This is an optimization exercise on Yosys and OpenROAD, whose aim is small area, a short achievable clock period and few clock cycles per item, not a production implementation. RTL that was checked went through simulation tests only; none was proved equivalent to the original.

==> flow/design.v (excerpt) <==
module pid_eval (
    input  wire        clk,
    input  wire        rst,
    input  wire        start,
    input  wire [31:0] sp,
    input  wire [31:0] meas,
    input  wire [31:0] kp,
    input  wire [31:0] ki,
    input  wire [31:0] kd,
    input  wire [31:0] bias,
    input  wire [31:0] dt,
    output wire        ready,
    output reg         done,
    output wire [31:0] out,
    output wire [31:0] integral,
    output wire [31:0] prev_err
);
For scale: ~11000 cells after synthesis, ~560 flip-flops, about 330 I/O pins, roughly 79000 sq um of cells after synthesis.
make LEC_CHECK=0 ABC_AREA=1 CAP_MARGIN=20 CORE_MARGIN=2 CORE_UTILIZATION=40 SETUP_SLACK_MARGIN=5 SLEW_MARGIN=20 TNS_END_PERCENT=5 finish   # period 20.0 ns
run.sh (not shown) runs the stock make flow with config.mk's settings and CLKGATE_MAP_FILE= SYNTH_SCRIPT=/design/flow/synth_recipe.tcl, a recipe that flattens the netlist after the stock synthesis.
Testbench counts at the start, summed over its fixed seeds: cycles 43,200, items 4,800.
Change:
--- a/flow/design.v
+++ b/flow/design.v
@@ -331,18 +331,19 @@
                 if (cnt)
                     busy <= 1'b0;
             end
         end
     end
     assign done = ~busy;
     wire [29:0] w   = s_2 + c_2;
-    wire [29:0] nd1 = ~d1 + 30'd1;
+    wire [29:0] wd  = s_2 + c_2 + d1;
     wire        neg = w[29];
-    wire [27:0] quo = p_2 + ~n_2 + {27'd0, ~neg};    
-    wire        rz  = (w == (neg ? nd1 : 30'd0));
+    wire [27:0] qm1 = p_2 + ~n_2;               
+    wire [27:0] quo = neg ? qm1 : qm1 + 28'd1;
+    wire        rz  = neg ? (wd == 30'd0) : (w == 30'd0);
     wire        hi  = quo[26];
     wire [25:0] sig = hi ? quo[26:1] : quo[25:0];
     wire        stk = ~rz | (hi & quo[0]);
     wire signed [9:0] e = $signed({2'd0, a_exp[7:1], a_exp[0] | (a_exp == 0)})
                         - $signed({2'd0, b[30:24], b[23] | ~b_n}) + adj
                         + (hi ? 10'sd127 : 10'sd126);
     wire [31:0] rnd;
@@ -407,55 +408,57 @@
     reg         nsa, nsb;
     reg  [23:0] nm;
     reg  [4:0]  nlz;
     wire [31:0] mul_y;
     fp_mul u_mul (.a(mul_a), .b(mul_b), .na(nsa), .nb(nsb), .nm(nm), .nlz(nlz), .y(mul_y));
     wire a_sub = (mul_a[30:23] == 8'd0) && (mul_a[22:0] != 23'd0);
     wire b_sub = (mul_b[30:23] == 8'd0) && (mul_b[22:0] != 23'd0);
-    wire stall = (st[DE] | st[INT] | st[PI] | st[D]) & (a_sub ^ b_sub) & ~((nsa | nsb) & nm[23]);
+    wire stall = (st[DE] | st[INT] | st[PI] | st[D]) & (a_sub ^ b_sub) & ~(nsa | nsb);
+    wire [22:0] sm = a_sub ? mul_a[22:0] : mul_b[22:0];
+    reg  [4:0]  slz;
+    integer i;
+    always @(*) begin
+        slz = 5'd0;
+        for (i = 0; i < 23; i = i + 1)
+            if (sm[i]) slz = 5'd23 - i[4:0];
+    end
     wire        div_done;
     wire [31:0] div_y;
     fp_div u_div (
         .clk  (clk),
         .rst  (rst),
         .pre  (st[IDLE] & start),
         .bin  (dt),
-        .start(st[DE] & ~dstarted),
+        .start(st[DE] & ~stall),
         .a    (add_y),
         .b    (r_dt),
         .done (div_done),
         .y    (div_y)
     );
     assign ready    = st[IDLE];
     assign out      = add_y;
     assign integral = r_int;
     assign prev_err = r_prev;
     wire adv = ~stall & (~st[PI] | div_done);
-    reg dstarted;
     always @(posedge clk) begin
         done <= 1'b0;
-        mid      <= h1_m;
-        dstarted <= st[DE];
+        if (!stall)
+            mid <= h1_m;
         if (rst) begin
             st     <= 9'd1 << IDLE;
             r_int  <= 32'd0;
             r_prev <= 32'd0;
             nsa    <= 1'b0;
             nsb    <= 1'b0;
         end else begin
             if (stall) begin
-                if (!(nsa | nsb)) begin
-                    nm  <= {1'b0, a_sub ? mul_a[22:0] : mul_b[22:0]} << 1;
-                    nlz <= 5'd1;
-                    nsa <= a_sub;
-                    nsb <= b_sub;
-                end else begin
-                    nm  <= nm << 1;
-                    nlz <= nlz + 5'd1;
-                end
+                nm  <= {1'b0, sm} << slz;
+                nlz <= slz;
+                nsa <= a_sub;
+                nsb <= b_sub;
             end else begin
                 nsa <= 1'b0;
                 nsb <= 1'b0;
                 nlz <= 5'd0;
             end
             if (st[IDLE] & start) begin
                 r_kp   <= kp;
Result: The changed run passed the timing, design-rule and antenna checks. Final cell count came out higher by 4.0%. Utilization falls by 0.54 points. Synthesized area rose by 5.2%. Die area rises by 5.1%. Cell area rose by about 4%. Critical path depth is lower by 8. Setup slack is better by 180 ps. Via count goes up by about 5%. Worst hold slack loses 4.0 ps. Clock skew shrinks by 15 ps. Clock-buffer cell count increases by 1. Wire length goes up by about 6.4%. Non-clock buffer count falls by 60.
Testbench counts after the change, summed over its fixed seeds: cycles 43,200, items 4,800.

========
== west ==
Another version of the RTL of pid_eval (not shown whole).
For scale: roughly 10000 cells after synthesis, ~330 I/O pins, roughly 0.083 mm^2 of cells after synthesis.
==> module fp_div, before the edit <==
module fp_div #(
    parameter K = 5,
    parameter N = 15            
) (
    input  wire        clk,
    input  wire        rst,
    input  wire        start,
    input  wire [31:0] a,
    input  wire [31:0] b,
    output wire        done,
    output wire [31:0] y
);
    reg               a_sign;
    reg        [7:0]  a_exp;
    reg        [1:0]  spec;         
    reg signed [9:0]  adj;          
    reg        [29:0] ws, wc;       
    reg        [23:0] dvs;          
    reg     [2*N-1:0] qp, qn;       
    reg        [4:0]  cnt;
    reg               first;
    reg               busy;
    wire b_n    = (b[30:23] != 0);
    wire a_max  = (a_exp == 8'hFF);
    wire b_max  = (b[30:23] == 8'hFF);
    wire a_mz   = (ws[22:0] == 0);
    wire a_nan  = a_max && !a_mz;
    wire b_nan  = b_max && (b[22:0] != 0);
    wire a_inf  = a_max && a_mz;
    wire b_inf  = b_max && (b[22:0] == 0);
    wire a_zero = (a_exp == 0) && a_mz;
    wire b_zero = (b[30:0] == 0);
    reg [1:0] spec_now;
    always @(*) begin
        if (a_nan || b_nan || (a_zero && b_zero) || (a_inf && b_inf))
            spec_now = 2'd1;
        else if (a_inf || b_zero)
            spec_now = 2'd2;
        else if (a_zero || b_inf)
            spec_now = 2'd3;
        else
            spec_now = 2'd0;
    end
    wire        nrm = ws[23] & dvs[23];
    wire [29:0] d1  = {4'd0, dvs, 2'b00};       
    wire [29:0] d2  = {3'd0, dvs, 3'b000};      
    reg [7:0] k2, k1, k0, kn1;
    always @(*) begin
        case (dvs[22:20])
            3'd0: begin k2 = 8'd244; k1 = 8'd253; k0 = 8'd5; kn1 = 8'd13; end
            3'd1: begin k2 = 8'd242; k1 = 8'd252; k0 = 8'd6; kn1 = 8'd15; end
            3'd2: begin k2 = 8'd241; k1 = 8'd252; k0 = 8'd6; kn1 = 8'd16; end
            3'd3: begin k2 = 8'd240; k1 = 8'd252; k0 = 8'd7; kn1 = 8'd18; end
            3'd4: begin k2 = 8'd238; k1 = 8'd251; k0 = 8'd8; kn1 = 8'd20; end
            3'd5: begin k2 = 8'd237; k1 = 8'd251; k0 = 8'd8; kn1 = 8'd21; end
            3'd6: begin k2 = 8'd236; k1 = 8'd251; k0 = 8'd9; kn1 = 8'd23; end
            3'd7: begin k2 = 8'd234; k1 = 8'd250; k0 = 8'd10; kn1 = 8'd25; end
            default: begin k2 = 8'd0; k1 = 8'd0; k0 = 8'd0; kn1 = 8'd0; end
        endcase
    end
    function ge;
        input [7:0] s8, c8, k;
        reg [7:0] u, v, t;
        begin
            u  = s8 ^ c8 ^ k;
            v  = {(s8[6:0] & c8[6:0]) | (s8[6:0] & k[6:0]) | (c8[6:0] & k[6:0]), 1'b0};
            t  = u + v;
            ge = ~t[7];
        end
    endfunction
    reg        [29:0]   s, c, x, s4, c4;
    reg     [2*N-1:0]   p, n;
    reg                 qp2, qp1, qn1, qn2;
    integer j;
    always @(*) begin
        s = ws;
        c = wc;
        p = qp;
        n = qn;
        for (j = 0; j < K; j = j + 1) begin
            s4  = {s[27:0], 2'b00};
            c4  = {c[27:0], 2'b00};
            qp2 = ge(s4[29:22], c4[29:22], k2);
            qp1 = ~qp2 & ge(s4[29:22], c4[29:22], k1);
            qn2 = ~ge(s4[29:22], c4[29:22], kn1);
            qn1 = ~qn2 & ~ge(s4[29:22], c4[29:22], k0);
            x   = qp2 ? ~d2 : qp1 ? ~d1 : qn1 ? d1 : qn2 ? d2 : 30'd0;
            s   = s4 ^ c4 ^ x;
            c   = {((s4 & c4) | (s4 & x) | (c4 & x)), 1'b0} | {29'd0, qp2 | qp1};
            p   = {p[2*N-3:0], qp2, qp1};
            n   = {n[2*N-3:0], qn2, qn1};
        end
    end
    always @(posedge clk) begin
        if (rst) begin
            busy <= 1'b0;
        end else if (start) begin
            a_sign <= a[31];
            a_exp  <= a[30:23];
            ws     <= {6'd0, a[30:23] != 0, a[22:0]};
            wc     <= 30'd0;
            dvs    <= {b_n, b[22:0]};
            qp     <= {2*N{1'b0}};
            qn     <= {2*N{1'b0}};
            adj    <= 10'sd0;
            cnt    <= N / K;
            first  <= 1'b1;
            busy   <= 1'b1;
        end else if (busy) begin
            if (first) begin
                first <= 1'b0;
                spec  <= spec_now;
                if (spec_now != 2'd0)
                    busy <= 1'b0;
            end
            if (!nrm && cnt == N / K) begin
                if (!ws[23])
                    ws <= ws << 1;
                if (!dvs[23])
                    dvs <= dvs << 1;
                adj <= adj - {9'd0, ~ws[23]} + {9'd0, ~dvs[23]};
            end else begin
                ws  <= s;
                wc  <= c;
                qp  <= p;
                qn  <= n;
                cnt <= cnt - 5'd1;
                if (cnt == 5'd1)
                    busy <= 1'b0;
            end
        end
    end
    assign done = ~busy;
    wire [29:0]    w   = ws + wc;
    wire           neg = w[29];
    wire [2*N-1:0] quo = qp - qn - {{(2*N-1){1'b0}}, neg};
    wire           rz  = (w == 30'd0) | (neg & (w == ~d1 + 30'd1));
    wire           hi  = quo[2*N-2];
    wire [25:0]    sig = hi ? quo[2*N-2:2*N-27] : quo[2*N-3:2*N-28];
    wire           stk = ~rz | (hi ? |(quo << 27) : |(quo << 28));
    wire signed [9:0] e = $signed({2'd0, a_exp[7:1], a_exp[0] | (a_exp == 0)})
                        - $signed({2'd0, b[30:24], b[23] | ~b_n}) + adj
                        + (hi ? 10'sd127 : 10'sd126);
    wire [31:0]    rnd;
    fp_round u_round (
        .sign  (a_sign ^ b[31]),
        .e     (e),
        .sig   (sig),
        .sticky(stk),
        .res   (rnd)
    );
    assign y = (spec == 2'd1) ? 32'h7FC00000 :
               (spec == 2'd2) ? {a_sign ^ b[31], 8'hFF, 23'd0} :
               (spec == 2'd3) ? {a_sign ^ b[31], 31'd0} : rnd;
endmodule
Settings: LEC_CHECK=0, CAP_MARGIN=20, CORE_MARGIN=2, CORE_UTILIZATION=40, SETUP_SLACK_MARGIN=5, SLEW_MARGIN=20; clock period 20.0 ns.
Relative to west, the following input files were edited for south:
==> flow/design.v, changed modules only <==
module fp_div #(
    parameter K = 5,
    parameter N = 15            
) (
    input  wire        clk,
    input  wire        rst,
    input  wire        start,
    input  wire [31:0] a,
    input  wire [31:0] b,
    output wire        done,
    output wire [31:0] y
);
    reg               a_sign;
    reg        [7:0]  a_exp;
    reg        [1:0]  spec;         
    reg signed [9:0]  adj;          
    reg        [29:0] ws, wc;       
    reg        [23:0] dvs;          
    reg     [2*N-1:0] qp, qn;       
    reg        [4:0]  cnt;
    reg               first;
    reg               busy;
    wire b_n    = (b[30:23] != 0);
    wire a_max  = (a_exp == 8'hFF);
    wire b_max  = (b[30:23] == 8'hFF);
    wire a_mz   = (ws[22:0] == 0);
    wire a_nan  = a_max && !a_mz;
    wire b_nan  = b_max && (b[22:0] != 0);
    wire a_inf  = a_max && a_mz;
    wire b_inf  = b_max && (b[22:0] == 0);
    wire a_zero = (a_exp == 0) && a_mz;
    wire b_zero = (b[30:0] == 0);
    reg [1:0] spec_now;
    always @(*) begin
        if (a_nan || b_nan || (a_zero && b_zero) || (a_inf && b_inf))
            spec_now = 2'd1;
        else if (a_inf || b_zero)
            spec_now = 2'd2;
        else if (a_zero || b_inf)
            spec_now = 2'd3;
        else
            spec_now = 2'd0;
    end
    wire        nrm = ws[23] & dvs[23];
    wire [29:0] d1  = {4'd0, dvs, 2'b00};       
    wire [29:0] d2  = {3'd0, dvs, 3'b000};      
    reg signed [6:0] m2, m1, m0, mn1;
    always @(*) begin
        case (dvs[22:20])
            3'd0: begin m2 = 12; m1 = 3; m0 = -5; mn1 = -13; end
            3'd1: begin m2 = 14; m1 = 4; m0 = -6; mn1 = -15; end
            3'd2: begin m2 = 15; m1 = 4; m0 = -6; mn1 = -16; end
            3'd3: begin m2 = 16; m1 = 4; m0 = -7; mn1 = -18; end
            3'd4: begin m2 = 18; m1 = 5; m0 = -8; mn1 = -20; end
            3'd5: begin m2 = 19; m1 = 5; m0 = -8; mn1 = -21; end
            3'd6: begin m2 = 20; m1 = 5; m0 = -9; mn1 = -23; end
            3'd7: begin m2 = 22; m1 = 6; m0 = -10; mn1 = -25; end
            default: begin m2 = 0; m1 = 0; m0 = 0; mn1 = 0; end
        endcase
    end
    reg        [29:0]   s, c, x, s4, c4;
    reg     [2*N-1:0]   p, n;
    reg signed [6:0]    est;
    reg                 qp2, qp1, qn1, qn2;
    integer j;
    always @(*) begin
        s = ws;
        c = wc;
        p = qp;
        n = qn;
        for (j = 0; j < K; j = j + 1) begin
            s4  = {s[27:0], 2'b00};
            c4  = {c[27:0], 2'b00};
            est = s4[28:22] + c4[28:22];
            qp2 = (est >= m2);
            qp1 = ~qp2 & (est >= m1);
            qn2 = (est < mn1);
            qn1 = ~qn2 & (est < m0);
            x   = qp2 ? ~d2 : qp1 ? ~d1 : qn1 ? d1 : qn2 ? d2 : 30'd0;
            s   = s4 ^ c4 ^ x;
            c   = {((s4 & c4) | (s4 & x) | (c4 & x)), 1'b0} | {29'd0, qp2 | qp1};
            p   = {p[2*N-3:0], qp2, qp1};
            n   = {n[2*N-3:0], qn2, qn1};
        end
    end
    always @(posedge clk) begin
        if (rst) begin
            busy <= 1'b0;
        end else if (start) begin
            a_sign <= a[31];
            a_exp  <= a[30:23];
            ws     <= {6'd0, a[30:23] != 0, a[22:0]};
            wc     <= 30'd0;
            dvs    <= {b_n, b[22:0]};
            qp     <= {2*N{1'b0}};
            qn     <= {2*N{1'b0}};
            adj    <= 10'sd0;
            cnt    <= N / K;
            first  <= 1'b1;
            busy   <= 1'b1;
        end else if (busy) begin
            if (first) begin
                first <= 1'b0;
                spec  <= spec_now;
                if (spec_now != 2'd0)
                    busy <= 1'b0;
            end
            if (!nrm && cnt == N / K) begin
                if (!ws[23])
                    ws <= ws << 1;
                if (!dvs[23])
                    dvs <= dvs << 1;
                adj <= adj - {9'd0, ~ws[23]} + {9'd0, ~dvs[23]};
            end else begin
                ws  <= s;
                wc  <= c;
                qp  <= p;
                qn  <= n;
                cnt <= cnt - 5'd1;
                if (cnt == 5'd1)
                    busy <= 1'b0;
            end
        end
    end
    assign done = ~busy;
    wire [29:0]    w   = ws + wc;
    wire           neg = w[29];
    wire [2*N-1:0] quo = qp - qn - {{(2*N-1){1'b0}}, neg};
    wire           rz  = (w == 30'd0) | (neg & (w == ~d1 + 30'd1));
    wire           hi  = quo[2*N-2];
    wire [25:0]    sig = hi ? quo[2*N-2:2*N-27] : quo[2*N-3:2*N-28];
    wire           stk = ~rz | (hi ? |(quo << 27) : |(quo << 28));
    wire signed [9:0] e = $signed({2'd0, a_exp[7:1], a_exp[0] | (a_exp == 0)})
                        - $signed({2'd0, b[30:24], b[23] | ~b_n}) + adj
                        + (hi ? 10'sd127 : 10'sd126);
    wire [31:0]    rnd;
    fp_round u_round (
        .sign  (a_sign ^ b[31]),
        .e     (e),
        .sig   (sig),
        .sticky(stk),
        .res   (rnd)
    );
    assign y = (spec == 2'd1) ? 32'h7FC00000 :
               (spec == 2'd2) ? {a_sign ^ b[31], 8'hFF, 23'd0} :
               (spec == 2'd3) ? {a_sign ^ b[31], 31'd0} : rnd;
endmodule
Findings:
west completed every stage of the flow, and the final layout passed the timing, design-rule and antenna checks. south finished every stage and its layout cleared the timing, design-rule and antenna checks. Between south and west, detailed-route via count is higher for west, south comes in under that. south improves on west in setup slack. south vs. west: antenna diode count went down by 9. [compare] base=west new=south: max-capacitance violation count did not really move, required time at the endpoint of the critical path did not really move, die area went down. Taking west as the reference, in south initial antenna violation count moved down, final non-filler cell total moved down, share of cells above drive strength 1 moved down. Against west, wire length of the first global-routing pass in south fell by a few percent.
Testbench counts of south, summed over its fixed seeds: cycles 48,000, items 4,800.
Only the layout flow was run in west; the RTL was not checked for function there.

==> separate check: timing with driven ports <==
No port has a modelled driver above. Below, the same layouts with a new extraction and two added sets of constraints.
Step 1: set_driving_cell puts a clkbuf_16 on clk and a buf_2 on each other input, an assumption about the parent block.
Step 2 moves the port delays by t, midway between the first and last clock arrival at a register: inputs arrive t later, outputs are due t later. That takes back most of the time a late clock gives input paths.
Three values: ideal ports, drivers, drivers and shift; two values: the first two.
run	shift t [ns]	setup WS [ns]	worst hold slack (ns)	pins driven straight from the clock port
the first run of note 1	0.803	3.462 / 3.462 / 3.462	0.494 / 0.494 / 0.494	1
the second run of note 1	0.811	3.641 / 3.641 / 3.641	0.490 / 0.490 / 0.490	1
west	0.794	3.622 / 3.622 / 3.622	0.494 / 0.494 / 0.494	1
south	0.797	3.774 / 3.774 / 3.774	0.475 / 0.475 / 0.475	1
After both steps every run listed still meets setup and hold.
